From an optimization exercise on the open Yosys and OpenROAD flow, aimed at a short achievable clock period and few clock cycles; shortcuts taken in it are not production practice.
Only simulation tests tie the RTL to the original design; equivalence was not proved.
Power figures rest on the tool's default switching activity, not on a simulated workload.

**flow/design.v**
```verilog
module e20_core (
    input  wire        clk,
    input  wire        rst,          
    output reg         mem_req,
    output reg         mem_we,
    output reg  [12:0] mem_addr,
    output reg  [15:0] mem_wdata,
    input  wire        mem_gnt,
    input  wire        mem_rvalid,
    input  wire [15:0] mem_rdata,
    output reg         halted
);
    localparam [2:0] OP_RRR  = 3'b000, OP_ADDI = 3'b001, OP_J   = 3'b010,
                     OP_JAL  = 3'b011, OP_LW   = 3'b100, OP_SW  = 3'b101,
                     OP_JEQ  = 3'b110, OP_SLTI = 3'b111;
    localparam integer QN = 8;    
    localparam integer FN = 8;    
    localparam integer BN = 8;    
    reg        m_data;            
    reg [2:0]  m_ldst;            
    reg [12:0] fpc;               
    reg        st_new;            
    reg        smc_q;             
    reg [12:0] st_npc;            
    wire port_busy = mem_req & m_data & ~mem_gnt;
    wire rd_acc    = mem_req & mem_gnt & ~mem_we;
    wire fetch_acc = mem_req & mem_gnt & ~m_data;
    reg [3:0]       nf;
    reg             nf_hi;        
    reg [FN-1:0]    f_ld;         
    reg [FN-1:0]    f_ok;         
    reg [13*FN-1:0] f_pc;         
    reg [13*FN-1:0] f_npc;        
    reg             nf_nz;        
    reg [3*FN-1:0]  f_dst;        
    reg [FN-1:0]    f_bp;         
    reg [13*FN-1:0] f_bt;         
    reg [BN-1:0]    b_v;
    reg [13*BN-1:0] b_pc;
    reg [13*BN-1:0] b_tgt;
    reg [BN-1:0]    b_ret;        
    reg [BN-1:0]    b_call;       
    reg [2:0]       b_ptr;        
    reg             rv;
    reg [15:0]      ri;
    reg [12:0]      rp, ralt;
    reg             rpred;
    reg [7:1]       rhm;
    reg [3:0]       nq;
    reg [2:0]       qh, qtl;      
    reg [QN-1:0]    q_v;
    reg [16*QN-1:0] q_ins;
    reg [13*QN-1:0] q_pc;
    reg [13*QN-1:0] q_alt;        
    reg [QN-1:0]    q_pred;       
    reg [7*QN-1:0]  q_hm;         
    reg [16*8-1:0]  rf;           
    reg [7:1]       pmask;        
    reg [12:0]      ras;          
    function [15:0] rf_rd(input [2:0] r, input [16*8-1:0] f);
        case (r)
            3'd1: rf_rd = f[1*16 +: 16];
            3'd2: rf_rd = f[2*16 +: 16];
            3'd3: rf_rd = f[3*16 +: 16];
            3'd4: rf_rd = f[4*16 +: 16];
            3'd5: rf_rd = f[5*16 +: 16];
            3'd6: rf_rd = f[6*16 +: 16];
            3'd7: rf_rd = f[7*16 +: 16];
            default: rf_rd = 16'd0;
        endcase
    endfunction
    function [7:1] rbit(input [2:0] r);
        rbit = (8'd1 << r) >> 1;
    endfunction
    wire        arr       = mem_rvalid & nf_nz;
    wire        arr_load  = arr & f_ld[0];
    wire        arr_fetch = arr & ~f_ld[0] & f_ok[0];
    wire [12:0] arr_pc    = f_pc[12:0];
    wire [2:0]  arr_dst   = f_dst[2:0];
    wire        arr_bp    = f_bp[0];
    wire [12:0] arr_bt    = f_bt[12:0];
    wire [15:0] w         = mem_rdata;
    wire [2:0]  w_op      = w[15:13];
    wire [12:0] w_npc     = f_npc[12:0];
    wire [12:0] w_btgt    = w_npc + {{6{w[6]}}, w[6:0]};
    wire        w_rrr     = (w_op == OP_RRR);
    wire        w_jeqb    = (w_op == OP_JEQ) && w[6];
    wire        w_jr7     = w_rrr && (w[3:0] == 4'b1000) && (w[12:10] == 3'd7);
    wire        w_jump    = (w_op == OP_J) || (w_op == OP_JAL);
    wire        w_red     = w_jump || w_jeqb || w_jr7;
    reg  [12:0] w_tgt;
    always @(*) begin
        if (w_jump)      w_tgt = w[12:0];
        else if (w_jeqb) w_tgt = w_btgt;
        else             w_tgt = ras;
    end
    wire [12:0] w_alt = (w_op == OP_JEQ) ? (w_jeqb ? w_npc : w_btgt) :
                        (arr_bp ? arr_bt : ras);
    wire        w_usea = ~w_jump;
    wire        w_useb = w_rrr || (w_op == OP_SW) || (w_op == OP_JEQ);
    wire        w_wr   = w_rrr ? (w[3:0] <= 4'd4) :
                         (w_op != OP_J) && (w_op != OP_SW) && (w_op != OP_JEQ);
    wire [2:0]  w_dst  = w_rrr ? w[6:4] : (w_op == OP_JAL) ? 3'd7 : w[9:7];
    wire [7:1]  w_hm   = (w_usea ? rbit(w[12:10]) : 7'd0) |
                         (w_useb ? rbit(w[9:7])   : 7'd0) |
                         (w_wr   ? rbit(w_dst)    : 7'd0);
    reg        x_valid;
    reg [12:0] x_pc, x_npc, x_alt;
    reg        x_pred;
    reg [15:0] xa, xb, xo;        
    reg        xci;               
    reg        x_wr;              
    reg [2:0]  x_dst;
    reg [7:1]  x_lwb;             
    reg        s_sum, s_or, s_and, s_lt, s_npc;
    reg        x_lw, x_sw, x_halt, x_jr, x_jeq;
    reg        x_eq;              
    reg        x_jrok;            
    wire [16:0] x_add = {1'b0, xa} + {1'b0, xo} + {16'd0, xci};
    wire [15:0] x_sum = x_add[15:0];
    wire        x_lt  = ~x_add[16];
    wire [15:0] x_res = ({16{s_sum}} & x_sum) |
                        ({16{s_or}} & (xa | xb)) | ({16{s_and}} & (xa & xb)) |
                        {15'd0, s_lt & x_lt} | ({16{s_npc}} & {3'd0, x_npc});
    wire        x_mem = x_lw | x_sw;
    wire x_stall = x_valid & (((x_mem | x_halt) & port_busy) | (x_lw & nf_hi));
    wire smc_x   = st_new & x_valid & (x_pc == mem_addr);
    wire smc_hit = smc_x | smc_q;
    wire x_go    = x_valid & ~x_stall & ~smc_hit & ~halted;
    wire x_we    = x_valid & x_wr & ~smc_hit;
    wire jeq_mp  = x_jeq & (x_eq != x_pred);
    wire jr_mp   = x_jr & ~(x_pred & x_jrok);
    wire x_red   = x_valid & ~smc_hit & ~halted & (jeq_mp | jr_mp);
    wire [12:0] x_tgt = x_jr ? xa[12:0] : x_alt;
    wire        flush     = x_red | smc_hit;
    wire [12:0] flush_tgt = smc_x ? st_npc : smc_q ? smc_tgt : x_tgt;
    wire        do_halt   = x_go & x_halt;
    reg smc_m;
    reg [12:0] smc_tgt, f_old;
    reg f_any;
    integer k;
    always @(*) begin
        f_old = fpc;
        f_any = 1'b0;
        for (k = 0; k < FN; k = k + 1)
            if (!f_any && k < nf && !f_ld[k] && f_ok[k]) begin
                f_old = f_pc[k*13 +: 13];
                f_any = 1'b1;
            end
        smc_tgt = x_valid ? x_pc : rv ? rp : f_old;
        smc_m = rv && (rp == mem_addr);
        for (k = 0; k < QN; k = k + 1)
            if (q_v[k] && q_pc[k*13 +: 13] == mem_addr) smc_m = 1'b1;
        for (k = 0; k < FN; k = k + 1)
            if (k < nf && !f_ld[k] && f_pc[k*13 +: 13] == mem_addr) smc_m = 1'b1;
    end
    wire        r_valid = rv;
    wire [15:0] r_ins   = ri;
    wire [12:0] r_pc    = rp;
    wire [2:0]  r_op    = r_ins[15:13];
    wire [2:0]  r_a     = r_ins[12:10];
    wire [2:0]  r_b     = r_ins[9:7];
    wire [3:0]  r_func  = r_ins[3:0];
    wire        r_rrr   = (r_op == OP_RRR);
    wire        r_sub   = (r_rrr & ((r_func == 4'b0001) | (r_func == 4'b0100))) |
                          (r_op == OP_SLTI);
    wire [15:0] r_simm  = {{9{r_ins[6]}}, r_ins[6:0]};
    wire [2:0]  r_dst   = r_rrr ? r_ins[6:4] : (r_op == OP_JAL) ? 3'd7 : r_b;
    wire        r_wr    = r_rrr ? (r_func <= 4'd4) :
                          (r_op == OP_ADDI) || (r_op == OP_SLTI) || (r_op == OP_JAL);
    wire [7:1] arr_bit = arr_load ? rbit(arr_dst) : 7'd0;
    wire [7:1] pend    = (pmask & ~arr_bit) | (x_valid ? x_lwb : 7'd0);
    wire       r_haz   = |(rhm & pend);
    wire r_go = r_valid & ~r_haz & ~x_stall & ~flush & ~halted;
    wire [15:0] ra_v = (x_wr && x_valid && x_dst == r_a) ? x_res :
                       (arr_load && arr_dst == r_a && r_a != 3'd0) ? mem_rdata : rf_rd(r_a, rf);
    wire [15:0] rb_v = (x_wr && x_valid && x_dst == r_b) ? x_res :
                       (arr_load && arr_dst == r_b && r_b != 3'd0) ? mem_rdata : rf_rd(r_b, rf);
    wire d_red  = arr_fetch & ~flush & (arr_bp ? ~w_red : w_red);
    wire d_lrn  = arr_fetch & ~smc_hit & ~arr_bp & w_red &
                  ~(mem_req & mem_we & (arr_pc == mem_addr));
    wire [12:0] d_tgt = arr_bp ? w_npc : w_tgt;
    reg [BN-1:0] bt_m;
    reg [12:0]   bt_t;
    reg          bt_retk, bt_callk;
    integer      kb;
    always @(*) begin
        bt_t = 13'd0; bt_retk = 1'b0; bt_callk = 1'b0;
        for (kb = 0; kb < BN; kb = kb + 1) begin
            bt_m[kb] = b_v[kb] && (b_pc[kb*13 +: 13] == mem_addr);
            bt_t     = bt_t | ({13{bt_m[kb]}} & b_tgt[kb*13 +: 13]);
            bt_retk  = bt_retk | (bt_m[kb] & b_ret[kb]);
            bt_callk = bt_callk | (bt_m[kb] & b_call[kb]);
        end
    end
    wire        bt_hit = |bt_m;
    wire [12:0] bt_tgt = bt_retk ? ras : bt_t;
    wire        bt_use = fetch_acc & bt_hit;
    wire q_push = arr_fetch & ~flush;
    wire r_free = r_go | ~rv;                 
    wire b_pop  = r_free & q_v[qh];           
    wire b_push = q_push & ~(r_free & ~q_v[qh]);   
    wire want_fetch = ~halted & ~(x_valid & x_halt) &
                      (nq <= 4'd2) &
                      ((nf <= 4'd1) | ((nf == 4'd2) & ~rd_acc));
    reg [12:0] fpc_n;
    always @(*) begin
        if (flush)          fpc_n = flush_tgt;
        else if (d_red)     fpc_n = d_tgt;
        else if (bt_use)    fpc_n = bt_tgt;
        else if (fetch_acc) fpc_n = fpc + 13'd1;
        else                fpc_n = fpc;
    end
    wire [3:0] nf_n  = nf + {3'd0, rd_acc} - {3'd0, arr};
    wire [3:0] nq_p1 = nq + 4'd1;
    wire [3:0] nq_m1 = nq - 4'd1;
    integer i;
    always @(posedge clk) begin
        if (rst) begin
            mem_req  <= 1'b1;
            mem_we   <= 1'b0;
            mem_addr <= 13'd0;
            m_data   <= 1'b0;
            fpc      <= 13'd0;
            halted   <= 1'b0;
            st_new   <= 1'b0;
            smc_q    <= 1'b0;
            nf       <= 4'd0;
            nf_hi    <= 1'b0;
            nf_nz    <= 1'b0;
            nq       <= 4'd0;
            qh       <= 3'd0;
            qtl      <= 3'd0;
            rv       <= 1'b0;
            q_v      <= {QN{1'b0}};
            x_valid  <= 1'b0;
            pmask    <= 7'd0;
            ras      <= 13'd0;
            b_v      <= {BN{1'b0}};
            b_ptr    <= 3'd0;
            rf       <= {16*8{1'b0}};
        end else begin
            st_new <= x_go & x_sw;
            smc_q  <= st_new & ~smc_x & smc_m;
            if (x_go & x_mem) begin
                mem_req   <= 1'b1;
                mem_we    <= x_sw;
                mem_addr  <= x_sum[12:0];
                mem_wdata <= xb;
                m_data    <= 1'b1;
                m_ldst    <= x_dst;
                st_npc    <= x_npc;
            end else if (!port_busy) begin
                mem_req   <= want_fetch;
                mem_we    <= 1'b0;
                mem_addr  <= fpc_n;
                m_data    <= 1'b0;
            end
            fpc <= fpc_n;
            if (do_halt) halted <= 1'b1;
            if (bt_use & bt_callk)             ras <= mem_addr + 13'd1;
            else if (d_lrn && w_op == OP_JAL)   ras <= w_npc;
            if (mem_req & m_data & mem_we)
                for (i = 0; i < BN; i = i + 1)
                    if (b_pc[i*13 +: 13] == mem_addr) b_v[i] <= 1'b0;
            if (d_lrn) begin
                b_v[b_ptr]            <= 1'b1;
                b_pc[b_ptr*13 +: 13]  <= arr_pc;
                b_tgt[b_ptr*13 +: 13] <= w_tgt;
                b_ret[b_ptr]          <= w_jr7;
                b_call[b_ptr]         <= (w_op == OP_JAL);
                b_ptr                 <= b_ptr + 3'd1;
            end
            nf    <= nf_n;
            nf_hi <= (nf_n > 4'd4);
            nf_nz <= (nf_n != 4'd0);
            for (i = 0; i < FN; i = i + 1) begin
                if (arr) begin
                    if (i + 1 < FN && i + 1 < nf) begin
                        f_ld[i]            <= f_ld[i+1];
                        f_ok[i]            <= f_ok[i+1] & ~(flush | d_red);
                        f_pc[i*13 +: 13]   <= f_pc[(i+1)*13 +: 13];
                        f_npc[i*13 +: 13]  <= f_npc[(i+1)*13 +: 13];
                        f_dst[i*3 +: 3]    <= f_dst[(i+1)*3 +: 3];
                        f_bp[i]            <= f_bp[i+1];
                        f_bt[i*13 +: 13]   <= f_bt[(i+1)*13 +: 13];
                    end else if (rd_acc && i + 1 == nf) begin
                        f_ld[i]            <= m_data;
                        f_ok[i]            <= ~(flush | d_red);
                        f_pc[i*13 +: 13]   <= mem_addr;
                        f_npc[i*13 +: 13]  <= mem_addr + 13'd1;
                        f_dst[i*3 +: 3]    <= m_ldst;
                        f_bp[i]            <= bt_use;
                        f_bt[i*13 +: 13]   <= bt_tgt;
                    end
                end else begin
                    if (i < nf) begin
                        f_ok[i]            <= f_ok[i] & ~(flush | d_red);
                    end else if (rd_acc && i == nf) begin
                        f_ld[i]            <= m_data;
                        f_ok[i]            <= ~(flush | d_red);
                        f_pc[i*13 +: 13]   <= mem_addr;
                        f_npc[i*13 +: 13]  <= mem_addr + 13'd1;
                        f_dst[i*3 +: 3]    <= m_ldst;
                        f_bp[i]            <= bt_use;
                        f_bt[i*13 +: 13]   <= bt_tgt;
                    end
                end
            end
            if (flush) begin
                rv  <= 1'b0;
                nq  <= 4'd0;
                qtl <= qh;
                q_v <= {QN{1'b0}};
            end else begin
                if (r_free) begin
                    rv    <= q_v[qh] | q_push;
                    ri    <= q_v[qh] ? q_ins[qh*16 +: 16] : w;
                    rp    <= q_v[qh] ? q_pc[qh*13 +: 13]  : arr_pc;
                    ralt  <= q_v[qh] ? q_alt[qh*13 +: 13] : w_alt;
                    rpred <= q_v[qh] ? q_pred[qh]         : w_red;
                    rhm   <= q_v[qh] ? q_hm[qh*7 +: 7]    : w_hm;
                end
                nq <= b_pop ? (b_push ? nq : nq_m1) : (b_push ? nq_p1 : nq);
                if (b_pop) begin
                    qh      <= qh + 3'd1;
                    q_v[qh] <= 1'b0;
                end
                if (b_push) begin
                    qtl                   <= qtl + 3'd1;
                    q_v[qtl]              <= 1'b1;
                    q_ins[qtl*16 +: 16]   <= w;
                    q_pc[qtl*13 +: 13]    <= arr_pc;
                    q_alt[qtl*13 +: 13]   <= w_alt;
                    q_pred[qtl]           <= w_red;
                    q_hm[qtl*7 +: 7]      <= w_hm;
                end
            end
            if (!x_stall) begin
                x_valid <= r_go;
                x_pc    <= r_pc;
                x_npc   <= r_pc + 13'd1;
                x_alt   <= ralt;
                x_pred  <= rpred;
                xa      <= ra_v;
                xb      <= rb_v;
                xo      <= (r_rrr ? rb_v : r_simm) ^ {16{r_sub}};
                xci     <= r_sub;
                x_wr    <= r_wr & (r_dst != 3'd0);
                x_dst   <= r_dst;
                x_lwb   <= (r_op == OP_LW) ? rbit(r_b) : 7'd0;
                s_sum   <= (r_rrr & (r_func <= 4'b0001)) | (r_op == OP_ADDI);
                s_or    <= r_rrr & (r_func == 4'b0010);
                s_and   <= r_rrr & (r_func == 4'b0011);
                s_lt    <= (r_rrr & (r_func == 4'b0100)) | (r_op == OP_SLTI);
                s_npc   <= (r_op == OP_JAL);
                x_lw    <= (r_op == OP_LW);
                x_sw    <= (r_op == OP_SW);
                x_halt  <= (r_op == OP_J) && (r_ins[12:0] == r_pc);
                x_jr    <= r_rrr & (r_func == 4'b1000);
                x_jeq   <= (r_op == OP_JEQ) && (r_ins[6:0] != 7'd0);
                x_eq    <= (ra_v == rb_v);
                x_jrok  <= (ra_v[12:0] == ralt);
            end
            if (smc_hit) x_valid <= 1'b0;
            if (x_we)
                rf[x_dst*16 +: 16] <= x_res;
            if (arr_load && arr_dst != 3'd0)
                rf[arr_dst*16 +: 16] <= mem_rdata;
            pmask <= (pmask & ~arr_bit) | ((x_go & x_lw) ? x_lwb : 7'd0);
        end
    end
endmodule
```
**flow/run.sh**
```bash
#!/bin/bash
# synth_recipe.tcl (not shown) runs the flow's synth.tcl, then flattens the netlist and writes it again
# the make line also repeats each setting of config.mk as NAME=value (left out here)
make -C /OpenROAD-flow-scripts/flow DESIGN_CONFIG=/design/flow/config.mk WORK_HOME=/design/flow/orfs CLKGATE_MAP_FILE= SYNTH_SCRIPT=/design/flow/synth_recipe.tcl finish
```
**flow/config.mk**
```make
export PLATFORM = sky130hd
export DESIGN_NAME = e20_core
export DESIGN_NICKNAME = e20_core
export VERILOG_FILES = /design/flow/design.v
export SDC_FILE = /design/flow/constraint.sdc
export NUM_CORES = 4
export LEC_CHECK = 0
export ABC_CLOCK_PERIOD_IN_PS = 3000
export CAP_MARGIN = 20
export CORE_MARGIN = 2
export CORE_UTILIZATION = 30
export PLACE_DENSITY = 0.5
export SETUP_SLACK_MARGIN = 5
export SLEW_MARGIN = 20
```
**flow/constraint.sdc**
```tcl
create_clock -name core_clock -period 8.0 [get_ports {clk}]
set_input_delay 1.6000 -clock core_clock [delete_from_list [all_inputs] [get_ports {clk}]]
set_output_delay 1.6000 -clock core_clock [all_outputs]
set_load 0.01 [all_outputs]
```
==> run notes, run 1 <==
* Status: finished clean
* ANT nets after route at 0
* Switching portion of total power at 34.5%
* Post-synth cell types at about 100
* Yosys warns at 8
* Tcrit/Tclk final at 46.8%
* FF+latch count, synth at roughly 1400
* CTS tree: done
* Final #Nets at 7769
* Net load switching power at 7.94 mW
* IO buf count at 51
* DRC viols at 0
* Die H at ~500 um
* Startpoint types: input pin
* Cell Area, Synth at 73900 um^2
* Met1 Use GR at 34.5%
* Async set-or-reset flop fraction in the synthesized netlist at 0%
* Most used DFF post-synth: edfxtp_1
* Highest clock rate at 267 MHz
* DRT Wirelength at ~330 mm
* Worst Tran Pin Value at 1.37 ns
* Synth area leader: edfxtp_1
* Drt pass-1 iters at 8
* Vias/cell at approximately 5.9
* Setup_tns at 0 ns
* GR peak layer: met2
* Max IR drop VDD at 0.000182 V
* Required @ worst endpoint at 8.65 ns
* Fin cells at 11000
* Final Skew at 0.0453 ns
* HP Start: rpred
* Maximum clock path buffer count at 3
* Die Wd at 500 um
* P_int at 15.1 mW
* Met2 Use GR at a little under two fifths
* Root Driver: clkbuf_16
* Clock network fraction of total power at 32.0%
* Core Region at 245000 um^2
* Setup violators final at 0
* Max Slew Vio Count at 0
* Fin crit period at 3.75 ns
* Starting density of the core at 30.1%
* Cell leakage power at 36.2 nW
* R2R Setup Slk at approximately 4.3 ns
* Top cell type's share of synthesized area at about 48%
* Drt first-iter violations at 9026
* Hold-fix buffers, CTS at 0
* Pre-CTS worst setup slack at between 1.5 and 2 ns
* Die area at 250000 um^2
* GRT Total Usage at 24.9%
* Total grt overflow at 0
* Layout cell share with drive strength beyond 1 at between 20 and 30%
* Worst Reg-to-Reg Cells at 12
* Final Wtd Congestion at 0.938
* Relative slew slack at 6.29%
* Most frequent cell after synthesis: nand2_1
* Critical path class: in2reg
* WL/cell at 30.0 um
* Worst-path clk slew at 0.06 ns
* Largest net degree at the start of global routing at 111
* Hold endpoint: x_pred
* RSZ-0062 raised after global routing: yes
* Synth area leaders: edfxtp_1, nand2_1, dfxtp_1
* HP Class: reg2reg
* Syn Area/Cell at 10.5 um^2
* Site Rows at approximately 180
* Pwr/cell area at roughly 230 nW/um^2
* Max FO, Critical Path at 11
* Final hold violations at 0
* Maxcap violations at 0
* Via count at 65100
* Fin worst setup slack at about 4.3 ns
* Layout area overhead at 34.0%
* Worst r2r dst: x_eq
* Worst r2r src: ri[9]
* Initial antenna violation count at 10
* Detailed Place HPWL at roughly 200 mm
* Vias in the first global route at 59900
* Comb power frac at around 29%
* Number of synthesized flops with an enable pin at 1178
* I/O pin cnt at 52
* Sink Count at between 1000 and 1500
* Top post-synthesis cells by count: nand2_1, edfxtp_1, o21ai_0
* CTS Buf Count at 158
* CP Capture Type: flop
* Placed insts at 9963
* Clock latency at the later pin of the worst-skew pair at 0.85 ns
* Seq/Total Area, Yosys at 53.3%
* Core Util, Final at about 40%
* Mapped Cells at 7042
* Arr. time, crit path at 4.40 ns
* Seq pwr share at about two fifths
* Synthesized Nets at 7140
* Hold_ws at about 0.43 ns
* First-pass GRT wire length at roughly 460 mm
* Hold depth at 0
* H-Tree Depth at 4
* Met3 Usage GRT at under 10%
per-stage QoR:
stage          instance area [um^2]  power (mW)
5_1_grt                       99000        23.6
2_1_floorplan                 74100        11.7
3_5_place_dp                  78300        13.8
6_report                      99000        23.0
3_3_place_gp                  78200        13.7
4_1_cts                       94200        22.3
metal layers:
metal | vias up | share of wire, %
li1 | 27400 | -
met4 | 2 | 5.6
met2 | 4124 | 44
met1 | 32800 | 40
met5 | - | 0.0042
met3 | 797 | 11
area by class of cell:
cell class | instances | area (um^2)
multi-input cells | 5007 | 36900
repair buffers | 999 | 13000
flip-flops and latches | 1379 | 39500
inverters | 125 | 527
clock inverters | 70 | 659
fillers | 23000 | 146000
diodes | 5 | 12.5
well taps | 3220 | 4030
clock buffers | 225 | 4390
repair inverters | 1 | 5.00
power groups by stage:
stage / Clock, mW / Sequential (mW) / Combinational [mW]
2_1_floorplan: 0 / 8.80 / 2.89
3_3_place_gp: 0 / 9.20 / 4.54
3_5_place_dp: 0 / 9.19 / 4.57
4_1_cts: 7.42 / 8.94 / 5.90
5_1_grt: 7.68 / 8.98 / 6.96
6_report: 7.35 / 8.97 / 6.68
logic make-up (layout without fill, tap and decap cells):
kind of cell / Yosys count / after routing / synth area share [%]
buffers and inverters: 677 / 1420 / 3.65
other: 0 / 5 / 0
adder cells (fa/ha/maj): 79 / 79 / 1.39
XOR/XNOR: 476 / 476 / 5.64
AO/OA/AOI/OAI: 1751 / 1759 / 16.1
AND/OR/NAND/NOR: 2402 / 2414 / 14.1
flip-flops: 1379 / 1379 / 53.3
multiplexers: 278 / 279 / 5.83
state kept, by name (all words and copies together), names as in the netlist, 16 cells and up:
name / count
b_tgt: 104
q_alt: 104
xb: 16
mem_wdata: 16
q_pc: 104
f_dst: 24
q_hm: 56
xa: 16
f_npc: 104
b_pc: 104
f_pc: 104
xo: 16
ri: 16
rf: 112
f_bt: 104
q_ins: 128
critical path: stages:
cell and delay, ns:
buf_8 0.12, nand3_2 0.18, o41a_1 0.58, a2bb2oi_4 0.24, a221oi_1 0.34, a21oi_1 0.15, xor2_1 0.20, nand4_1 0.18
nor4_2 0.32, nand4_1 0.17, nor4_2 0.28
repair_timing:
action / 4_1_cts / 5_1_grt
gates cloned: 109 / 24
endpoints found under the hold margin: 0 / 0
resized for setup: 1201 / 771
pin swaps: 201 / 290
buffers inserted: 456 / 178
setup endpoints to repair: 2354 / 1673
how the worst max path moves through the flow:
stage / end / start / cells past startpoint / slack [ns]
detailed placement: q_pc[103] / mem_gnt / 11 / 1.97
global placement: q_pc[103] / mem_gnt / 11 / 2.08
global route: x_eq / ri[9] / 12 / 4.18
finish: x_eq / mem_rvalid / 11 / 4.25
CTS: rf[26] / xci / 14 / 4.45
floorplan: q_alt[0] / mem_gnt / 11 / -1.35
cells in the final DEF, fill, tap and decap left out, types with 45 or more instances in the layout:
cell type	Yosys	routed
a21oi_1	281	215
a22o_1	334	332
a22oi_1	145	118
buf_12	0	158
buf_16	0	99
buf_4	13	427
buf_6	5	229
clkbuf_1	416	51
clkbuf_16	0	169
dfxtp_1	201	177
edfxtp_1	1178	1178
inv_1	118	98
mux2i_1	120	109
mux4_2	115	115
nand2_1	1349	1304
nand3_1	107	83
nand4_1	77	77
nor2_1	491	418
nor2_4	0	45
o21ai_0	517	316
o21ai_1	26	56
o21ai_2	0	143
xnor2_1	261	237
xor2_1	215	204
Testbench counts, summed over its fixed seeds: cycles 271,636.
==> run 2, diff against run 1 <==
--- a/flow/design.v
+++ b/flow/design.v
@@ -42,4 +42,7 @@
     reg [BN-1:0]    b_call;       
     reg [2:0]       b_ptr;        
+    reg             l_v;          
+    reg [12:0]      l_pc, l_npc, l_tgt;
+    reg             l_ret, l_call;
     reg             rv;
     reg [15:0]      ri;
@@ -85,5 +88,5 @@
     wire [12:0] w_btgt    = w_npc + {{6{w[6]}}, w[6:0]};
     wire        w_rrr     = (w_op == OP_RRR);
-    wire        w_jeqb    = (w_op == OP_JEQ) && w[6];
+    wire        w_jeqb    = (w_op == OP_JEQ) && (w[6] || ((w[12:10] == w[9:7]) && (w[5:0] != 6'd0)));
     wire        w_jr7     = w_rrr && (w[3:0] == 4'b1000) && (w[12:10] == 3'd7);
     wire        w_jump    = (w_op == OP_J) || (w_op == OP_JAL);
@@ -170,6 +173,8 @@
                           (r_op == OP_ADDI) || (r_op == OP_SLTI) || (r_op == OP_JAL);
     wire [7:1] arr_bit = arr_load ? rbit(arr_dst) : 7'd0;
-    wire [7:1] pend    = (pmask & ~arr_bit) | (x_valid ? x_lwb : 7'd0);
-    wire       r_haz   = |(rhm & pend);
+    wire       h_x     = x_valid & |(rhm & x_lwb);
+    wire       h_all   = |(rhm & pmask);
+    wire       h_ex    = |(rhm & pmask & ~rbit(arr_dst));
+    wire       r_haz   = h_x | (arr_load ? h_ex : h_all);
     wire r_go = r_valid & ~r_haz & ~x_stall & ~flush & ~halted;
     wire [15:0] ra_v = (x_wr && x_valid && x_dst == r_a) ? x_res :
@@ -181,4 +186,5 @@
                   ~(mem_req & mem_we & (arr_pc == mem_addr));
     wire [12:0] d_tgt = arr_bp ? w_npc : w_tgt;
+    wire l_wr = l_v & ~smc_hit & ~(mem_req & m_data & mem_we & (l_pc == mem_addr));
     reg [BN-1:0] bt_m;
     reg [12:0]   bt_t;
@@ -239,4 +245,5 @@
             b_v      <= {BN{1'b0}};
             b_ptr    <= 3'd0;
+            l_v      <= 1'b0;
             rf       <= {16*8{1'b0}};
         end else begin
@@ -259,15 +266,21 @@
             fpc <= fpc_n;
             if (do_halt) halted <= 1'b1;
-            if (bt_use & bt_callk)             ras <= mem_addr + 13'd1;
-            else if (d_lrn && w_op == OP_JAL)   ras <= w_npc;
+            if (bt_use & bt_callk)   ras <= mem_addr + 13'd1;
+            else if (l_wr & l_call)  ras <= l_npc;
+            l_v    <= d_lrn;
+            l_pc   <= arr_pc;
+            l_npc  <= w_npc;
+            l_tgt  <= w_tgt;
+            l_ret  <= w_jr7;
+            l_call <= (w_op == OP_JAL);
             if (mem_req & m_data & mem_we)
                 for (i = 0; i < BN; i = i + 1)
                     if (b_pc[i*13 +: 13] == mem_addr) b_v[i] <= 1'b0;
-            if (d_lrn) begin
+            if (l_wr) begin
                 b_v[b_ptr]            <= 1'b1;
-                b_pc[b_ptr*13 +: 13]  <= arr_pc;
-                b_tgt[b_ptr*13 +: 13] <= w_tgt;
-                b_ret[b_ptr]          <= w_jr7;
-                b_call[b_ptr]         <= (w_op == OP_JAL);
+                b_pc[b_ptr*13 +: 13]  <= l_pc;
+                b_tgt[b_ptr*13 +: 13] <= l_tgt;
+                b_ret[b_ptr]          <= l_ret;
+                b_call[b_ptr]         <= l_call;
                 b_ptr                 <= b_ptr + 3'd1;
             end
@@ -330,10 +343,10 @@
                     qtl                   <= qtl + 3'd1;
                     q_v[qtl]              <= 1'b1;
-                    q_ins[qtl*16 +: 16]   <= w;
-                    q_pc[qtl*13 +: 13]    <= arr_pc;
-                    q_alt[qtl*13 +: 13]   <= w_alt;
-                    q_pred[qtl]           <= w_red;
-                    q_hm[qtl*7 +: 7]      <= w_hm;
                 end
+                q_ins[qtl*16 +: 16]   <= w;
+                q_pc[qtl*13 +: 13]    <= arr_pc;
+                q_alt[qtl*13 +: 13]   <= w_alt;
+                q_pred[qtl]           <= w_red;
+                q_hm[qtl*7 +: 7]      <= w_hm;
             end
             if (!x_stall) begin
==> run 2 against run 1 <==
Compared with the run above: setup slack improved by 0.12 ns; sequential power grew 9.0%; via count decreased by 3.9%; sequential cell count grew 42; first-iteration DRC count down 11%; die area is 1.6% higher; count of clock-buffer cells in the layout fell by 10; power rose by 4.6%; still clean; combinational power is essentially flat; register-to-register slack better by 0.19 ns.
==> run notes, run 2 <==
* Initial antenna violation count at 8 (-2)
* CTS tree: done
* Placed insts at 9777 (-1.9%)
* Max FO, Critical Path at 7 (-4)
* Most frequent cell after synthesis: edfxtp_1
* R2R Setup Slk at 4.44 ns (+0.19 ns)
* I/O pin cnt at 52 (unchanged)
* Root Driver: clkbuf_16
* Number of synthesized flops with an enable pin at 1219 (+3.5%)
* Async set-or-reset flop fraction in the synthesized netlist at 0% (unchanged)
* Number of flip-flops in the largest register at 128 (unchanged)
* Crit-path slowest cell: or3_4
* Tot Pwr at 24.1 mW (+4.6%)
* Yosys warns at 8 (unchanged)
* Seq/Total Area, Yosys at 54.1% (+0.80 points)
* Final Skew at 0.0393 ns (-0.00593 ns)
* Placed instance area at 79400 um^2 (+1.4%)
* RSZ-0062 raised after global routing: yes
* Post-synth cell types at 101 (unchanged)
* DRC viols at 0 (unchanged)
* Worst Tran Pin Value at 1.19 ns (-0.174 ns)
* Top post-synthesis cells by count: edfxtp_1, nand2_1, a22o_1
* Buf/Inv on CP at 6 (+5)
* Required @ worst endpoint at 8.75 ns (+0.10 ns)
* Fin crit period at 3.63 ns (-0.116 ns)
* Hold-fix buffers, CTS at 0 (unchanged)
* Seq pwr share at 40.6% (+1.6 points)
* Arr. time, crit path at 4.38 ns (-0.02 ns)
* Worst-path clk slew at 0.06 ns (about the same)
* Crit path top cell by count: buf_12
* Maxcap violations at 0 (unchanged)
* Drt first-iter violations at 7991 (-11%)
* Crit-path max cell delay at 0.41 ns (-0.17 ns)
* Cell leakage power at 35.3 nW (-2.5%)
* Layout area overhead at 30.0%
* Cell Area, Synth at 75100 um^2 (+1.6%)
* Hold endpoint: x_pred
* Comb power frac at 27.7% (-1.3 points)
* FF+latch count, synth at 1421 (+3.0%)
* Final Wtd Congestion at 0.967 (+3.0%)
* Drt pass-1 iters at 9 (+1)
* WL/cell at 29.7 um (-0.89%)
* Status: finished clean
* Most frequent cells in the layout: edfxtp_1, nand2_1, a22o_1
* Switching portion of total power at 33.8% (-0.69 points)
* Mapped Cells at 6764 (-3.9%)
* Largest register by flop count: q_ins
* Via count at 62600 (-3.9%)
* Final Cell Area at 97600 um^2 (-1.4%)
* Worst path cell trace: buf_12 -> buf_12 -> or3_4 -> o2111ai_4 -> buf_12 -> a21oi_2 -> buf_6 -> o31a_1 -> or3_4 -> buf_12 -> buf_12 -> nor3_4 -> a311oi_4 -> o32ai_1
* Highest clock rate at 275 MHz (+3.2%)
* P_int at 15.9 mW (+5.7%)
* Tcrit/Tclk final at 45.4% (-1.4 points)
* ANT nets after route at 0 (unchanged)
* Hold_ws at 0.428 ns (-0.00466 ns)
* GRT Total Usage at 23.7% (-1.2 points)
* Fin cells at 10700 (-3.0%)
* Synth area leader: edfxtp_1
* Commonest non-fill, non-tap cell in the layout: edfxtp_1
* Startpoint types: input pin
* Cell family with most CP delay: simple AND/OR/NAND/NOR gates
* H-Tree Depth at 4 (unchanged)
* Core Region at 249000 um^2 (+1.4%)
* Worst r2r dst: mem_addr[12]
* Die Wd at 504 um (+0.81%)
* Vias in the first global route at 58500 (-2.3%)
* Worst r2r src: mem_addr[1]
* Clock network fraction of total power at 31.6% (-0.4 points)
* Clock latency at the later pin of the worst-skew pair at 0.88 ns (+0.03 ns)
* Die H at 504 um (+0.81%)
* HP Class: reg2reg
* Net load switching power at 8.14 mW (+2.5%)
* Top cell type's share of synthesized area at 48.8% (+0.86 points)
* Starting density of the core at 30.2% (+0.077 points)
* Synthesized Nets at 6860 (-3.9%)
* Layout cell share with drive strength beyond 1 at 27.2% (-0.89 points)
* Setup violators final at 0 (unchanged)
* Sink Count at 1421 (+3.0%)
* Final hold violations at 0 (unchanged)
* Critical path class: in2reg
* First-pass GRT wire length at 443 mm (-2.7%)
* Relative slew slack at 20.4% (+14 points)
* Total grt overflow at 0 (unchanged)
* Most used DFF post-synth: edfxtp_1
* Maximum clock path buffer count at 3 (unchanged)
* CTS Buf Count at 161 (+1.9%)
* Pwr/cell area at 247 nW/um^2 (+6.1%)
* Worst Reg-to-Reg Cells at 15 (+3)
* Biggest regs: q_ins x128, rf x112
* Setup_tns at 0 ns (unchanged)
* Final #Nets at 7327 (-5.7%)
* HP Start: rpred
* Hold depth at 0 (unchanged)
* Largest net degree at the start of global routing at 105 (-5.4%)
* Detailed Place HPWL at 192 mm (-2.4%)
* Die area at 254000 um^2 (+1.6%)
* IO buf count at 51 (unchanged)
* Synth area leaders: edfxtp_1, a22o_1, dfxtp_1
* Max Slew Vio Count at 0 (unchanged)
* Site Rows at 183 (+0.55%)
* CP Capture Type: flop
* DRT Wirelength at 318 mm (-3.9%)
* Syn Area/Cell at 11.1 um^2 (+5.8%)
* Max IR drop VDD at 0.000282 V (+55%)
* Vias/cell at 5.85 (-0.94%)
-- run 2: worst reg2reg max path, delay by kind of cell, from the launching register on --
kind	cells	cell delay, ns
AO/OA/AOI/OAI	4	1.06
XOR/XNOR	1	0.13
buffers and inverters	5	0.81
flip-flops	1	0.44
AND/OR/NAND/NOR	5	1.02
-- run 2: worst max path at each step --
stage	cells after the start	slack, ns	endpoint	from
floorplan	5	-0.40	q_alt[0]	rst
global placement	12	1.69	mem_addr[4]	mem_rdata[0]
detailed placement	12	1.68	mem_addr[4]	mem_rdata[0]
CTS	13	4.38	mem_addr[4]	mem_rdata[5]
global route	13	4.30	x_eq	xci
finish	14	4.37	mem_addr[12]	mem_rdata[2]
-- run 2: area by class of cell --
class / instances / area [um^2]
Fill cell: 23800 / 151000
Sequential cell: 1421 / 40700
Multi-Input combinational cell: 4712 / 36300
Timing Repair Buffer: 828 / 10600
Clock buffer: 215 / 4390
Tap cell: 3330 / 4170
Clock inverter: 83 / 893
Inverter: 106 / 452
Antenna cell: 4 / 10.0
Timing Repair inverter: 1 / 7.51
-- run 2: timing repair --
item	4_1_cts	5_1_grt
endpoints found under the hold margin	0	0
gates resized for setup	1125	571
endpoints found under the setup margin	2128	1517
cloned	85	25
pin swaps	205	265
setup buffers	351	159
-- run 2: stage by stage --
stage / utilization, % / setup slack, ns
3_3_place_gp: 31.9 / 1.69
5_1_grt: 39.2 / 4.30
6_report: 39.2 / 4.37
2_1_floorplan: - / -0.398
4_1_cts: 37.7 / 4.38
3_5_place_dp: 31.9 / 1.68
-- run 2: kinds of logic after synthesis --
| group | Yosys count | share of synthesized area (%) |
|---|---|---|
| muxes | 371 | 7.12 |
| adders and majority gates | 77 | 1.33 |
| DFF | 1421 | 54.1 |
| xor gates and xnor gates | 483 | 5.64 |
| and+or+nand+nor | 2031 | 12.0 |
| AOI/OAI and AO/OA | 1733 | 16.4 |
| buffers and inverters | 648 | 3.38 |
-- run 2: metal layers --
metal  vias to the layer above  wire, um  global-route usage [%]
li1                      26500         -                       -
met1                     31700    131000                    32.9
met2                      3633    139000                    35.3
met3                       713     29400                    4.28
met4                         6     18300                    11.9
met5                         -        36                       0
-- run 2: power groups by stage --
stage	clock, mW	combinational [mW]	sequential (mW)
floorplan	0	3.15	9.43
global placement	0	4.59	9.95
detailed placement	0	4.64	9.95
CTS	7.72	6.01	9.73
global route	7.98	6.99	9.81
finish	7.62	6.67	9.78
Testbench counts of run 2, summed over its fixed seeds: cycles 269,996.
==> run 3, diff against run 2 <==
--- a/flow/design.v
+++ b/flow/design.v
@@ -98,6 +98,5 @@
         else             w_tgt = ras;
     end
-    wire [12:0] w_alt = (w_op == OP_JEQ) ? (w_jeqb ? w_npc : w_btgt) :
-                        (arr_bp ? arr_bt : ras);
+    wire [12:0] w_alt = w[15] ? w_btgt : (arr_bp ? arr_bt : ras);
     wire        w_usea = ~w_jump;
     wire        w_useb = w_rrr || (w_op == OP_SW) || (w_op == OP_JEQ);
@@ -109,5 +108,5 @@
                          (w_wr   ? rbit(w_dst)    : 7'd0);
     reg        x_valid;
-    reg [12:0] x_pc, x_npc, x_alt;
+    reg [12:0] x_pc, x_npc, x_alt;    
     reg        x_pred;
     reg [15:0] xa, xb, xo;        
@@ -118,6 +117,4 @@
     reg        s_sum, s_or, s_and, s_lt, s_npc;
     reg        x_lw, x_sw, x_halt, x_jr, x_jeq;
-    reg        x_eq;              
-    reg        x_jrok;            
     wire [16:0] x_add = {1'b0, xa} + {1'b0, xo} + {16'd0, xci};
     wire [15:0] x_sum = x_add[15:0];
@@ -132,8 +129,10 @@
     wire x_go    = x_valid & ~x_stall & ~smc_hit & ~halted;
     wire x_we    = x_valid & x_wr & ~smc_hit;
+    wire x_eq    = (xa == xb);
+    wire x_jrok  = (xa[12:0] == x_alt);
     wire jeq_mp  = x_jeq & (x_eq != x_pred);
     wire jr_mp   = x_jr & ~(x_pred & x_jrok);
     wire x_red   = x_valid & ~smc_hit & ~halted & (jeq_mp | jr_mp);
-    wire [12:0] x_tgt = x_jr ? xa[12:0] : x_alt;
+    wire [12:0] x_tgt = x_jr ? xa[12:0] : x_pred ? x_npc : x_alt;
     wire        flush     = x_red | smc_hit;
     wire [12:0] flush_tgt = smc_x ? st_npc : smc_q ? smc_tgt : x_tgt;
@@ -177,5 +176,6 @@
     wire       h_ex    = |(rhm & pmask & ~rbit(arr_dst));
     wire       r_haz   = h_x | (arr_load ? h_ex : h_all);
-    wire r_go = r_valid & ~r_haz & ~x_stall & ~flush & ~halted;
+    wire r_gon = r_valid & ~r_haz & ~x_stall & ~halted;    
+    wire r_go  = r_gon & ~flush;
     wire [15:0] ra_v = (x_wr && x_valid && x_dst == r_a) ? x_res :
                        (arr_load && arr_dst == r_a && r_a != 3'd0) ? mem_rdata : rf_rd(r_a, rf);
@@ -204,5 +204,5 @@
     wire        bt_use = fetch_acc & bt_hit;
     wire q_push = arr_fetch & ~flush;
-    wire r_free = r_go | ~rv;                 
+    wire r_free = r_gon | ~rv;                
     wire b_pop  = r_free & q_v[qh];           
     wire b_push = q_push & ~(r_free & ~q_v[qh]);   
@@ -321,4 +321,11 @@
                 end
             end
+            if (r_free) begin
+                ri    <= q_v[qh] ? q_ins[qh*16 +: 16] : w;
+                rp    <= q_v[qh] ? q_pc[qh*13 +: 13]  : arr_pc;
+                ralt  <= q_v[qh] ? q_alt[qh*13 +: 13] : w_alt;
+                rpred <= q_v[qh] ? q_pred[qh]         : w_red;
+                rhm   <= q_v[qh] ? q_hm[qh*7 +: 7]    : w_hm;
+            end
             if (flush) begin
                 rv  <= 1'b0;
@@ -327,12 +334,6 @@
                 q_v <= {QN{1'b0}};
             end else begin
-                if (r_free) begin
+                if (r_free)
                     rv    <= q_v[qh] | q_push;
-                    ri    <= q_v[qh] ? q_ins[qh*16 +: 16] : w;
-                    rp    <= q_v[qh] ? q_pc[qh*13 +: 13]  : arr_pc;
-                    ralt  <= q_v[qh] ? q_alt[qh*13 +: 13] : w_alt;
-                    rpred <= q_v[qh] ? q_pred[qh]         : w_red;
-                    rhm   <= q_v[qh] ? q_hm[qh*7 +: 7]    : w_hm;
-                end
                 nq <= b_pop ? (b_push ? nq : nq_m1) : (b_push ? nq_p1 : nq);
                 if (b_pop) begin
@@ -373,6 +374,4 @@
                 x_jr    <= r_rrr & (r_func == 4'b1000);
                 x_jeq   <= (r_op == OP_JEQ) && (r_ins[6:0] != 7'd0);
-                x_eq    <= (ra_v == rb_v);
-                x_jrok  <= (ra_v[12:0] == ralt);
             end
             if (smc_hit) x_valid <= 1'b0;
==> run 3 against run 2 <==
Compared with the run above: critical path type unchanged; highest routed layer unchanged; clock power grew 4.6%; routed wire length increased by 12%; sequential power is 3.2% lower; non-clock buffer count rose by 109; critical path depth fell by 2; synthesized cell count is 5.6% higher; die area increased by 2.2%; power fell by 1.7%; setup slack better by 0.22 ns; utilization is 0.99 points higher; first-iteration DRC count grew 20%; register-to-register slack improved by 0.21 ns.
==> run notes, run 3 <==
* Startpoint types: input pin
* Drt first-iter violations at 9610 (+20%)
* Drt pass-1 iters at 9 (unchanged)
* Vias/cell at 6.06 (+3.6%)
* Largest register by flop count: q_ins
* Hold-fix buffers, CTS at 0 (unchanged)
* Starting density of the core at 30.2% (about the same)
* Detailed Place HPWL at 215 mm (+12%)
* Largest net degree at the start of global routing at 80 (-24%)
* CTS Buf Count at 167 (+3.7%)
* Hold depth at 0 (unchanged)
* Synth Area in XOR/XNOR at 5.29% (-0.35 points)
* Die Wd at 510 um (+1.1%)
* Setup_tns at 0 ns (unchanged)
* RSZ-0062 raised after global routing: yes
* Relative slew slack at 21.2% (+0.78 points)
* Number of synthesized flops with an enable pin at 1217 (-0.16%)
* Multiplexer area fraction after synthesis at 6.73% (-0.39 points)
* Worst Reg-to-Reg Cells at 13 (-2)
* DRC viols at 0 (unchanged)
* Final Wtd Congestion at 0.975 (+0.86%)
* Most frequent cell after synthesis: edfxtp_1
* Net load switching power at 7.90 mW (-3.0%)
* Highest clock rate at 294 MHz (+6.6%)
* Max FO, Critical Path at 8 (+1)
* ANT nets after route at 0 (unchanged)
* Synth area leader: edfxtp_1
* Placed insts at 10200 (+4.3%)
* Number of flip-flops in the largest register at 128 (unchanged)
* Simple-gate portion of the synthesized area at 13.1% (+1.1 points)
* Commonest non-fill, non-tap cell in the layout: edfxtp_1
* Clock network fraction of total power at 33.7% (+2.1 points)
* FF+latch count, synth at 1419 (-0.14%)
* Fin crit period at 3.41 ns (-0.225 ns)
* Mapped Cells at 7146 (+5.6%)
* IO buf count at 51 (unchanged)
* First-pass GRT wire length at 489 mm (+10%)
* Most used DFF post-synth: edfxtp_1
* Die area at 260000 um^2 (+2.2%)
* Seq pwr share at 40.1% (-0.5 points)
* Pre-CTS worst setup slack at 2.11 ns (+0.428 ns)
* Top post-synthesis cells by count: edfxtp_1, nand2_1, o21ai_0
* Pwr/cell area at 231 nW/um^2 (-6.2%)
* Max Slew Vio Count at 0 (unchanged)
* Worst-path clk slew at 0.06 ns (about the same)
* Main combinational cell family by area after synthesis: compound AO/OA/AOI/OAI gates
* DRT Wirelength at 356 mm (+12%)
* Setup violators final at 0 (unchanged)
* Biggest regs: q_ins x128, rf x112
* Top cell type's share of synthesized area at 47.6% (-1.1 points)
* Layout area overhead at 33.3%
* Worst Tran Pin Value at 1.18 ns (-0.00945 ns)
* Required @ worst endpoint at 8.58 ns (-0.17 ns)
* Final Skew at 0.0484 ns (+0.00911 ns)
* GRT Total Usage at 26.1% (+2.4 points)
* Arr. time, crit path at 3.98 ns (-0.40 ns)
* Fin cells at 11300 (+5.2%)
* Syn Area/Cell at 10.7 um^2 (-3.3%)
* Layout cell share with drive strength beyond 1 at 30.1% (+2.8 points)
* Critical path class: in2reg
* Cell leakage power at 37.1 nW (+5.1%)
* Final #Nets at 7862 (+7.3%)
* Comb power frac at 26.2% (-1.5 points)
* Tcrit/Tclk final at 42.6% (-2.8 points)
* Cell Area, Synth at 76700 um^2 (+2.2%)
* Switching portion of total power at 33.4% (-0.42 points)
* Initial antenna violation count at 27 (+19)
* Seq/Total Area, Yosys at 52.9% (-1.2 points)
* HP Class: reg2reg
* CTS tree: done
* Hold_ws at 0.416 ns (-0.0118 ns)
* H-Tree Depth at 4 (unchanged)
* Post-synth cell types at 96 (-5.0%)
* Vias in the first global route at 62900 (+7.5%)
* I/O pin cnt at 52 (unchanged)
* Most frequent cells in the layout: edfxtp_1, nand2_1, buf_4
* Post-Synth Adder-Cell Area at 1.84% (+0.51 points)
* WL/cell at 31.7 um (+6.6%)
* Final hold violations at 0 (unchanged)
* Die H at 510 um (+1.1%)
* CP Capture Type: flop
* Status: finished clean
* Async set-or-reset flop fraction in the synthesized netlist at 0% (unchanged)
* Maximum clock path buffer count at 3 (unchanged)
* Total grt overflow at 0 (unchanged)
* P_int at 15.8 mW (-1.1%)
* Synthesized Nets at 7275 (+6.0%)
* Via count at 68200 (+9.0%)
* Root Driver: clkbuf_16
* Yosys warns at 8 (unchanged)
* Synth area leaders: edfxtp_1, dfxtp_1, nand2_1
* Core Region at 254000 um^2 (+2.2%)
* Clock latency at the later pin of the worst-skew pair at 0.87 ns (about the same)
* Sink Count at 1419 (-0.14%)
* Synth Area in Compound Gates at 16.6% (+0.24 points)
* Max IR drop VDD at 0.000246 V (-13%)
* Site Rows at 185 (+1.1%)
* Fin worst setup slack at 4.59 ns (+0.225 ns)
* Maxcap violations at 0 (unchanged)
## run 3: changes by cell type in the layout (fill, tap and decap cells not counted), moves of 27 or more
cell | before | now
nand2_1 | 924 | 1009
o21ai_0 | 240 | 362
xnor2_1 | 320 | 241
a22o_1 | 494 | 342
inv_1 | 77 | 115
nand4_1 | 87 | 166
a21oi_2 | 29 | 56
buf_4 | 381 | 483
o22ai_1 | 27 | 82
a32oi_1 | 80 | 43
nor2_1 | 412 | 347
ha_1 | 41 | 75
## run 3: cell type report
class	instances	area [um^2]
Antenna cell	12	30.0
Clock buffer	224	4530
Clock inverter	87	1040
Fill cell	24100	152000
Inverter	149	639
Multi-Input combinational cell	5042	39300
Sequential cell	1419	40700
Tap cell	3366	4210
Timing Repair Buffer	937	11500
Timing Repair inverter	17	339
## run 3: per-layer routing
| metal | wire length, um | vias up | share of wire, % | global-route usage (%) |
|---|---|---|---|---|
| met1 | 143000 | 34600 | 40 | 35.6 |
| met3 | 40800 | 972 | 11 | 6.77 |
| met5 | 73 | - | 0.020 | 0 |
| met2 | 153000 | 4425 | 43 | 38.6 |
| met4 | 19800 | 12 | 5.5 | 12.1 |
| li1 | - | 28200 | - | - |
## run 3: through the flow
stage / util [%] / power [mW] / area (um^2)
after floorplan: - / 11.9 / 77000
after global placement: 32.0 / 13.6 / 81200
after detailed placement: 32.0 / 13.7 / 81200
after CTS: 38.4 / 22.9 / 97700
after global routing: 40.2 / 24.2 / 102000
final: 40.2 / 23.6 / 102000
## run 3: final timing paths
path | start | endpoint | slack, ns
worst min-delay path | rpred | x_pred | 0.42
worst min register to register | rpred | x_pred | 0.42
worst max register to register | xa[12] | mem_addr[12] | 4.65
worst max-delay path | mem_rdata[0] | q_alt[38] | 4.59
## run 3: logic make-up (layout without fill, tap and decap cells)
| kind of cell | count (synthesis) | in the layout |
|---|---|---|
| and+or+nand+nor | 2213 | 2225 |
| AOI/OAI and AO/OA | 1887 | 1890 |
| muxes | 354 | 354 |
| xor gates and xnor gates | 463 | 463 |
| buffers and inverters | 700 | 1414 |
| adders and majority gates | 110 | 110 |
| other | 0 | 12 |
| DFF | 1419 | 1419 |
## run 3: power by group through the flow
stage,registers (mW),clock network [mW],logic (mW)
floorplan,9.19,0,2.67
finish,9.47,7.97,6.21
global placement,9.64,0,4.00
detailed placement,9.65,0,4.04
CTS,9.44,8.03,5.41
global route,9.49,8.32,6.44
## run 3: repair_timing
item                                    in CTS  in global routing
gates resized for setup                   1300                685
cloned                                      92                 18
pin swaps                                  254                320
endpoints found under the setup margin    2198               1514
buffers inserted                           435                187
## run 3: worst max-delay path: stages
cell and delay [ns]:
buf_6 0.10, buf_12 0.12, ha_4 0.16, fa_2 0.39
a211oi_4 0.30, o21ai_2 0.12, a41oi_2 0.21, o21bai_1 0.12
a21oi_2 0.25, xnor2_4 0.16, a21oi_4 0.32, o21ai_1 0.10
Testbench counts of run 3, summed over its fixed seeds: cycles 269,996.
==> run 4, diff against run 3 <==
--- a/flow/config.mk
+++ b/flow/config.mk
@@ -9,6 +9,6 @@
 export CAP_MARGIN = 20
 export CORE_MARGIN = 2
-export CORE_UTILIZATION = 30
-export PLACE_DENSITY = 0.5
+export CORE_UTILIZATION = 45
+export PLACE_DENSITY = 0.65
 export SETUP_SLACK_MARGIN = 5
 export SLEW_MARGIN = 20
==> run 4 against run 3 <==
Compared with the run above: now fails the layout checks on max-capacitance violations, max-slew violations; utilization grew 18 points; highest routed layer unchanged; register-to-register slack lost 0.05 ns; critical endpoint is now mem_addr[12]; clock power shrank 0.5%; critical path type unchanged.
==> run notes, run 4 <==
* Status: finished with violations
* Layout Check Fails: max-capacitance violations, max-slew violations
* Clock latency at the later pin of the worst-skew pair at 0.86 ns (about the same)
* Final Wtd Congestion at 1.01 (+3.9%)
* Detailed Place HPWL at 201 mm (-6.4%)
* IO buf count at 51 (unchanged)
* GR peak layer: met2
* Worst-path clk slew at 0.06 ns (about the same)
* Max Slew Vio Count at 3 (+3)
* Starting density of the core at 45.3% (+15 points)
* Number of synthesized flops with an enable pin at 1217 (unchanged)
* Top cell type's share of synthesized area at 47.6% (unchanged)
* Post-synth cell types at 96 (unchanged)
* FF+latch count, synth at 1419 (unchanged)
* Cell leakage power at 35.9 nW (-3.1%)
* Vias in the first global route at 62300 (-0.84%)
* Top post-synthesis cells by count: edfxtp_1, nand2_1, o21ai_0
* H-Tree Depth at 4 (unchanged)
* CTS tree: done
* Die area at 174000 um^2 (-33%)
* Max FO, Critical Path at 5 (-3)
* Relative slew slack at -5.78% (-27 points)
* DRT Wirelength at 334 mm (-6.2%)
* Arr. time, crit path at 4.19 ns (+0.21 ns)
* Maxcap violations at 1 (+1)
* Core Region at 169000 um^2 (-33%)
* Commonest non-fill, non-tap cell in the layout: edfxtp_1
* Worst Reg-to-Reg Cells at 14 (+1)
* Met3 Usage GRT at 9.69% (+2.9 points)
* Mapped Cells at 7146 (unchanged)
* Pwr/cell area at 238 nW/um^2 (+3.1%)
* Synthesized Nets at 7275 (unchanged)
* Maximum clock path buffer count at 3 (unchanged)
* Drt first-iter violations at 11800 (+23%)
* Layout area overhead at 27.8%
* Cell Area, Synth at 76700 um^2 (unchanged)
* CP Capture Type: flop
* Die Wd at 417 um (-18%)
* Tcrit/Tclk final at 43.1% (+0.56 points)
* Critical path class: in2reg
* Tot Pwr at 23.4 mW (-1.1%)
* Synth area leaders: edfxtp_1, dfxtp_1, nand2_1
* Core Util, Final at 57.9% (+18 points)
* Initial antenna violation count at 25 (-7.4%)
* Required @ worst endpoint at 8.73 ns (+0.15 ns)
* Total grt overflow at 0 (unchanged)
* Most used DFF post-synth: edfxtp_1
* Final Skew at 0.0462 ns (-0.00221 ns)
* GRT Total Usage at 36.2% (+10 points)
* Largest net degree at the start of global routing at 73 (-8.8%)
* FILL cells at 13600 (-44%)
* Yosys warns at 8 (unchanged)
* Final #Nets at 7743 (-1.5%)
* Synth area leader: edfxtp_1
* Max IR drop VDD at 0.000192 V (-22%)
* DRC viols at 0 (unchanged)
* HP Class: reg2reg
* Met2 Use GR at 52.5% (+14 points)
* WL/cell at 33.5 um (+5.6%)
* Most frequent cell after synthesis: edfxtp_1
* Hold depth at 0 (unchanged)
* RSZ-0062 raised after global routing: yes
* Number of flip-flops in the largest register at 128 (unchanged)
* ANT nets after route at 0 (unchanged)
* Setup_tns at 0 ns (unchanged)
* Startpoint types: input pin
* Biggest regs: q_ins x128, rf x112
* Site Rows at 151 (-18%)
* Most frequent cells in the layout: edfxtp_1, nand2_1, buf_4
* Root Driver: clkbuf_16
* Sink Count at 1419 (unchanged)
* Hold-fix buffers, CTS at 0 (unchanged)
* Worst Tran Pin Value at 1.57 ns (+0.387 ns)
* Fin crit period at 3.45 ns (+0.0445 ns)
* Final hold violations at 0 (unchanged)
* Largest register by flop count: q_ins
* Layout cell share with drive strength beyond 1 at 27.7% (-2.3 points)
* First-pass GRT wire length at 458 mm (-6.3%)
* Die H at 417 um (-18%)
* Met1 Use GR at 48.6% (+13 points)
* Via count at 68800 (+0.91%)
* CTS Buf Count at 161 (-3.6%)
* I/O pin cnt at 52 (unchanged)
* Setup violators final at 0 (unchanged)
* Drt pass-1 iters at 9 (unchanged)
* Async set-or-reset flop fraction in the synthesized netlist at 0% (unchanged)
* Highest clock rate at 290 MHz (-1.3%)
* Seq/Total Area, Yosys at 52.9% (unchanged)
* Syn Area/Cell at 10.7 um^2 (unchanged)
* Vias/cell at 6.89 (+14%)
==> run 4: cell count changes in the layout (fill, tap and decap cells not counted), moves of 16 or more <==
cell	change
buf_6	-39
buf_16	-41
xnor2_4	-16
o21ai_2	-24
buf_12	-33
buf_8	-16
o21ai_0	+26
==> run 4: final cells by class <==
cell class,count,area [um^2],share of cell area (%)
clock inverter,97,1310,1.33
timing repair buffer,823,9260,9.44
sequential,1419,40700,41.5
tap,2218,2780,2.83
timing repair inverter,17,343,0.350
inverter,149,657,0.670
antenna,19,47.5,0.0485
clock buffer,206,4290,4.37
multi-input combinational,5043,38700,39.5
==> run 4: critical path, stage by stage <==
cell      delay [ns]
buf_6           0.10
buf_12          0.12
buf_4           0.13
buf_8           0.12
nor3_4          0.21
a21oi_2         0.10
a221o_2         0.41
or4_4           0.56
nand2_4         0.12
nand2_8         0.08
a311oi_4        0.31
nor2_1          0.09
a41o_1          0.23
==> run 4: cells by family (layout without fill, tap and decap cells) <==
kind of cell | after synthesis | in the layout | share of synthesized area (%)
other | 0 | 19 | 0
AOI/OAI and AO/OA | 1887 | 1891 | 16.6
xor gates and xnor gates | 463 | 463 | 5.29
adders and majority gates | 110 | 110 | 1.84
and+or+nand+nor | 2213 | 2225 | 13.1
DFF | 1419 | 1419 | 52.9
buffers and inverters | 700 | 1292 | 3.52
muxes | 354 | 354 | 6.73
==> run 4: metal layers <==
| metal | routed length (um) | up-vias |
|---|---|---|
| li1 | - | 28000 |
| met1 | 122000 | 33600 |
| met2 | 140000 | 5924 |
| met3 | 46700 | 1316 |
| met4 | 25500 | 16 |
| met5 | 106 | - |
==> run 4: metrics by stage <==
step	area, um^2	hold WS (ns)	std cells	setup slack, ns
final	98100	0.400	9991	4.55
after CTS	92900	0.416	9741	4.67
after floorplan	77000	0.400	7146	3.47
after detailed placement	79800	0.405	9040	1.94
after global routing	98100	0.425	9979	4.53
after global placement	79700	0.403	9038	1.97
==> run 4: power breakdown <==
| group | leakage, nW | total, mW | switching (mW) | internal (mW) |
|---|---|---|---|---|
| clock | 2.69 | 7.93 | 3.37 | 4.56 |
| combinational | 20.0 | 5.96 | 3.68 | 2.27 |
| sequential | 13.2 | 9.51 | 0.697 | 8.81 |
| total | 35.9 | 23.4 | 7.75 | 15.6 |
==> run 4: repair_timing <==
action                                   CTS  global route
setup buffers                            356           182
gates cloned                              42            48
pin swaps                                188           252
endpoints found under the setup margin  2162          1455
gates resized for setup                 1097           663
==> run 4: path summary, 6_finish.rpt <==
kind	end	slack, ns	from
max	mem_addr[12]	4.55	mem_rdata[0]
min	x_alt[0]	0.40	ralt[0]
max reg2reg	mem_addr[5]	4.60	nf[2]
min reg2reg	x_alt[0]	0.40	ralt[0]
==> run 5, diff against run 4 <==
--- a/flow/design.v
+++ b/flow/design.v
@@ -14,6 +14,7 @@
                      OP_JAL  = 3'b011, OP_LW   = 3'b100, OP_SW  = 3'b101,
                      OP_JEQ  = 3'b110, OP_SLTI = 3'b111;
-    localparam integer QN = 8;    
-    localparam integer FN = 8;    
+    localparam integer QB = 2;         
+    localparam integer QN = 1 << QB;   
+    localparam integer FN = 4;         
     localparam integer BN = 8;    
     reg        m_data;            
@@ -51,5 +52,5 @@
     reg [7:1]       rhm;
     reg [3:0]       nq;
-    reg [2:0]       qh, qtl;      
+    reg [QB-1:0]    qh, qtl;      
     reg [QN-1:0]    q_v;
     reg [16*QN-1:0] q_ins;
@@ -208,5 +209,5 @@
     wire b_push = q_push & ~(r_free & ~q_v[qh]);   
     wire want_fetch = ~halted & ~(x_valid & x_halt) &
-                      (nq <= 4'd2) &
+                      (nq <= 4'd1) &
                       ((nf <= 4'd1) | ((nf == 4'd2) & ~rd_acc));
     reg [12:0] fpc_n;
@@ -236,6 +237,6 @@
             nf_nz    <= 1'b0;
             nq       <= 4'd0;
-            qh       <= 3'd0;
-            qtl      <= 3'd0;
+            qh       <= {QB{1'b0}};
+            qtl      <= {QB{1'b0}};
             rv       <= 1'b0;
             q_v      <= {QN{1'b0}};
@@ -286,5 +287,5 @@
             end
             nf    <= nf_n;
-            nf_hi <= (nf_n > 4'd4);
+            nf_hi <= (nf_n > 4'd2);
             nf_nz <= (nf_n != 4'd0);
             for (i = 0; i < FN; i = i + 1) begin
@@ -338,9 +339,9 @@
                 nq <= b_pop ? (b_push ? nq : nq_m1) : (b_push ? nq_p1 : nq);
                 if (b_pop) begin
-                    qh      <= qh + 3'd1;
+                    qh      <= qh + 1'b1;
                     q_v[qh] <= 1'b0;
                 end
                 if (b_push) begin
-                    qtl                   <= qtl + 3'd1;
+                    qtl                   <= qtl + 1'b1;
                     q_v[qtl]              <= 1'b1;
                 end
--- a/flow/config.mk
+++ b/flow/config.mk
@@ -9,6 +9,6 @@
 export CAP_MARGIN = 20
 export CORE_MARGIN = 2
-export CORE_UTILIZATION = 45
-export PLACE_DENSITY = 0.65
+export CORE_UTILIZATION = 30
+export PLACE_DENSITY = 0.5
 export SETUP_SLACK_MARGIN = 5
 export SLEW_MARGIN = 20
==> run 5 against run 4 <==
Compared with the run above: setup slack lost 0.16 ns; the run now finishes clean; fmax is 4.5% lower; design area shrank 25%; clock skew increased by 0.042 ns; global-route usage shrank 12 points; critical path type unchanged.
==> run notes, run 5 <==
* Status: finished clean
* Cell leakage power at 26.6 nW (-26%)
* Synth Area in Compound Gates at 16.7% (+0.10 points)
* Die H at 441 um (+5.7%)
* Synthesized Nets at 5498 (-24%)
* Most frequent cells in the layout: edfxtp_1, nand2_1, buf_4
* Most used DFF post-synth: edfxtp_1
* Multiplexer area fraction after synthesis at 7.83% (+1.1 points)
* Relative slew slack at 28.6% (+34 points)
* Die area at 194000 um^2 (+12%)
* Final hold violations at 0 (unchanged)
* Drt first-iter violations at 6391 (-46%)
* CTS tree: done
* Final Cell Area at 73600 um^2 (-25%)
* IO buf count at 51 (unchanged)
* Hold-fix buffers, CTS at 0 (unchanged)
* Worst Tran Pin Value at 1.07 ns (-0.502 ns)
* DRT Wirelength at 243 mm (-27%)
* Async set-or-reset flop fraction in the synthesized netlist at 0% (unchanged)
* FILL cells at 18200 (+34%)
* Top cell type's share of synthesized area at 43.9% (-3.7 points)
* Setup_tns at 0 ns (unchanged)
* Met1 WL at 99.7 mm (-18%)
* Max Slew Vio Count at 0 (-3)
* Post-synth cell types at 100 (+4.2%)
* Critical path class: in2reg
* Commonest non-fill, non-tap cell in the layout: edfxtp_1
* Synth Area in XOR/XNOR at 5.64% (+0.36 points)
* Final #Nets at 5801 (-25%)
* Setup violators final at 0 (unchanged)
* CTS Buf Count at 118 (-27%)
* Worst-path clk slew at 0.06 ns (about the same)
* Worst path cell trace: buf_6 -> buf_12 -> or4_4 -> o21a_4 -> a211oi_4 -> xor2_4 -> buf_12 -> or4_4 -> a31oi_4 -> o31a_1 -> a211oi_2
* Crit-path slowest cell: or4_4
* Total grt overflow at 0 (unchanged)
* HP Class: reg2reg
* Post-Synth Adder-Cell Area at 2.19% (+0.35 points)
* Largest net degree at the start of global routing at 96 (+32%)
* Site Rows at 160 (+6.0%)
* Synth area leaders: edfxtp_1, dfxtp_1, nand2_1
* CP Capture Type: flop
* Number of synthesized flops with an enable pin at 837 (-31%)
* Crit-path max cell delay at 0.58 ns (+0.02 ns)
* Number of flip-flops in the largest register at 112 (-13%)
* Die Wd at 441 um (+5.7%)
* I/O pin cnt at 52 (unchanged)
* Simple-gate portion of the synthesized area at 12.0% (-1.1 points)
* ANT nets after route at 0 (unchanged)
* Layout cell share with drive strength beyond 1 at 27.8% (about the same)
* DR WL met3 at 22.4 mm (-52%)
* Mapped Cells at 5380 (-25%)
* Syn Area/Cell at 10.6 um^2 (-0.89%)
* Layout area overhead at 28.6%
* Clock latency at the later pin of the worst-skew pair at 0.81 ns (-0.05 ns)
* Max IR drop VDD at 0.000195 V (+1.8%)
* Placed instance area at 60500 um^2 (-24%)
* Required @ worst endpoint at 8.62 ns (-0.11 ns)
* Main combinational cell family by area after synthesis: compound AO/OA/AOI/OAI gates
* Startpoint types: input pin
* Initial antenna violation count at 9 (-64%)
* Sink Count at 1033 (-27%)
* Final Skew at 0.0886 ns (+0.0423 ns)
* GRT Total Usage at 23.9% (-12 points)
* Top post-synthesis cells by count: edfxtp_1, nand2_1, nor2_1
* Yosys warns at 8 (unchanged)
* Cell Area, Synth at 57300 um^2 (-25%)
* Fin crit period at 3.61 ns (+0.162 ns)
* H-Tree Depth at 3 (-1)
* Starting density of the core at 30.1% (-15 points)
* First-pass GRT wire length at 339 mm (-26%)
* Core Region at 190000 um^2 (+12%)
## run 5: cell count changes in the layout (fill, tap and decap cells not counted), sizes merged, moves of 45 or more
cell,change
a21oi,-79
a22o,-159
buf,-240
clkinv,-45
edfxtp,-380
inv,+120
mux2,+67
mux4,-45
nand2,-441
nand4,-78
nor2,-125
o21ai,-254
xnor2,-127
## run 5: critical path, delay by kind of cell
family	cells	cell delay, ns
AND/OR/NAND/NOR	2	1.13
AO/OA/AOI/OAI	5	0.99
buffers and inverters	3	0.38
XOR/XNOR	1	0.13
## run 5: area by class of cell
type / instances / area [um^2] / area share, %
flip-flops and latches: 1033 / 29100 / 39.6
clock inverters: 53 / 674 / 0.916
diodes: 2 / 5.00 / 0.00680
repair buffers: 595 / 6960 / 9.46
inverters: 272 / 1060 / 1.44
well taps: 2511 / 3140 / 4.27
multi-input cells: 3663 / 29400 / 39.9
clock buffers: 172 / 3280 / 4.45
## run 5: where the power goes
part           total (mW)  switching (mW)  internal, mW
logic                4.44            2.67          1.77
registers            6.97           0.553          6.41
clock network        5.64            2.46          3.18
## run 5: path summary, 6_finish.rpt
| kind | start | depth (start not counted) | slack (ns) | to |
|---|---|---|---|---|
| setup / recovery | mem_rdata[3] | 11 | 4.39 | fpc[11] |
| hold / removal | ralt[0] | 0 | 0.42 | x_alt[0] |
| setup reg to reg | xa[0] | 12 | 4.56 | xo[14] |
| hold reg to reg | ralt[0] | 0 | 0.42 | x_alt[0] |
## run 5: layer usage
metal / global-route usage, % / vias to the layer above
li1: - / 20800
met1: 32.5 / 24600
met2: 37.2 / 2698
met3: 4.51 / 528
met4: 9.91 / 6
met5: 0 / -
## run 5: kinds of logic (layout without fill, tap and decap cells)
kind of cell / count (synthesis) / after routing
adders and majority gates: 98 / 98
muxes: 334 / 334
DFF: 1033 / 1033
and+or+nand+nor: 1480 / 1486
other: 0 / 2
buffers and inverters: 695 / 1092
xor gates and xnor gates: 368 / 368
AOI/OAI and AO/OA: 1372 / 1377
## run 5: what timing repair did
item,4_1_cts,5_1_grt
gates resized for setup,852,370
pin swaps,161,177
endpoints found under the hold margin,0,0
cloned,35,26
setup endpoints to repair,1347,898
setup buffers,246,114
## run 5: stage by stage
step	util [%]	worst slack (ns)	total power [mW]	hold WS [ns]	cells
after global placement	31.9	2.52	10.2	0.407	7653
after CTS	37.0	4.41	16.6	0.419	8159
after floorplan	-	2.56	8.88	0.400	5380
after global routing	38.8	4.36	17.5	0.423	8300
after detailed placement	31.9	2.45	10.2	0.405	7653
final	38.8	4.39	17.0	0.419	8301
Testbench counts of run 5, summed over its fixed seeds: cycles 271,839.

==> separate check: timing with driven ports <==
No port has a modelled driver above. Below, the same layouts with a new extraction and two added sets of constraints. Step 1 sets driving cells, clkbuf_16 on the clock port and buf_2 on the other inputs (assumed; they add their load-dependent delay and slew). Step 2 times the ports against the registers' clock, not the clock port: input delays grow and output delays shrink by t, the midpoint of the rising clock arrivals with the driver on. a / b / c = ideal / step 1 / step 2; a / b = the first two.
| run | t (ns) | slack for setup (ns) |
|---|---|---|
| run 1 | 0.924 | 4.252 / 4.122 / 3.197 |
| run 2 | 0.946 | 4.368 / 4.322 / 3.376 |
| run 3 | 0.952 | 4.593 / 4.611 / 3.660 |
| run 4 | 0.921 | 4.548 / 4.501 / 3.580 |
| run 5 | 0.856 | 4.387 / 4.441 / 3.585 |
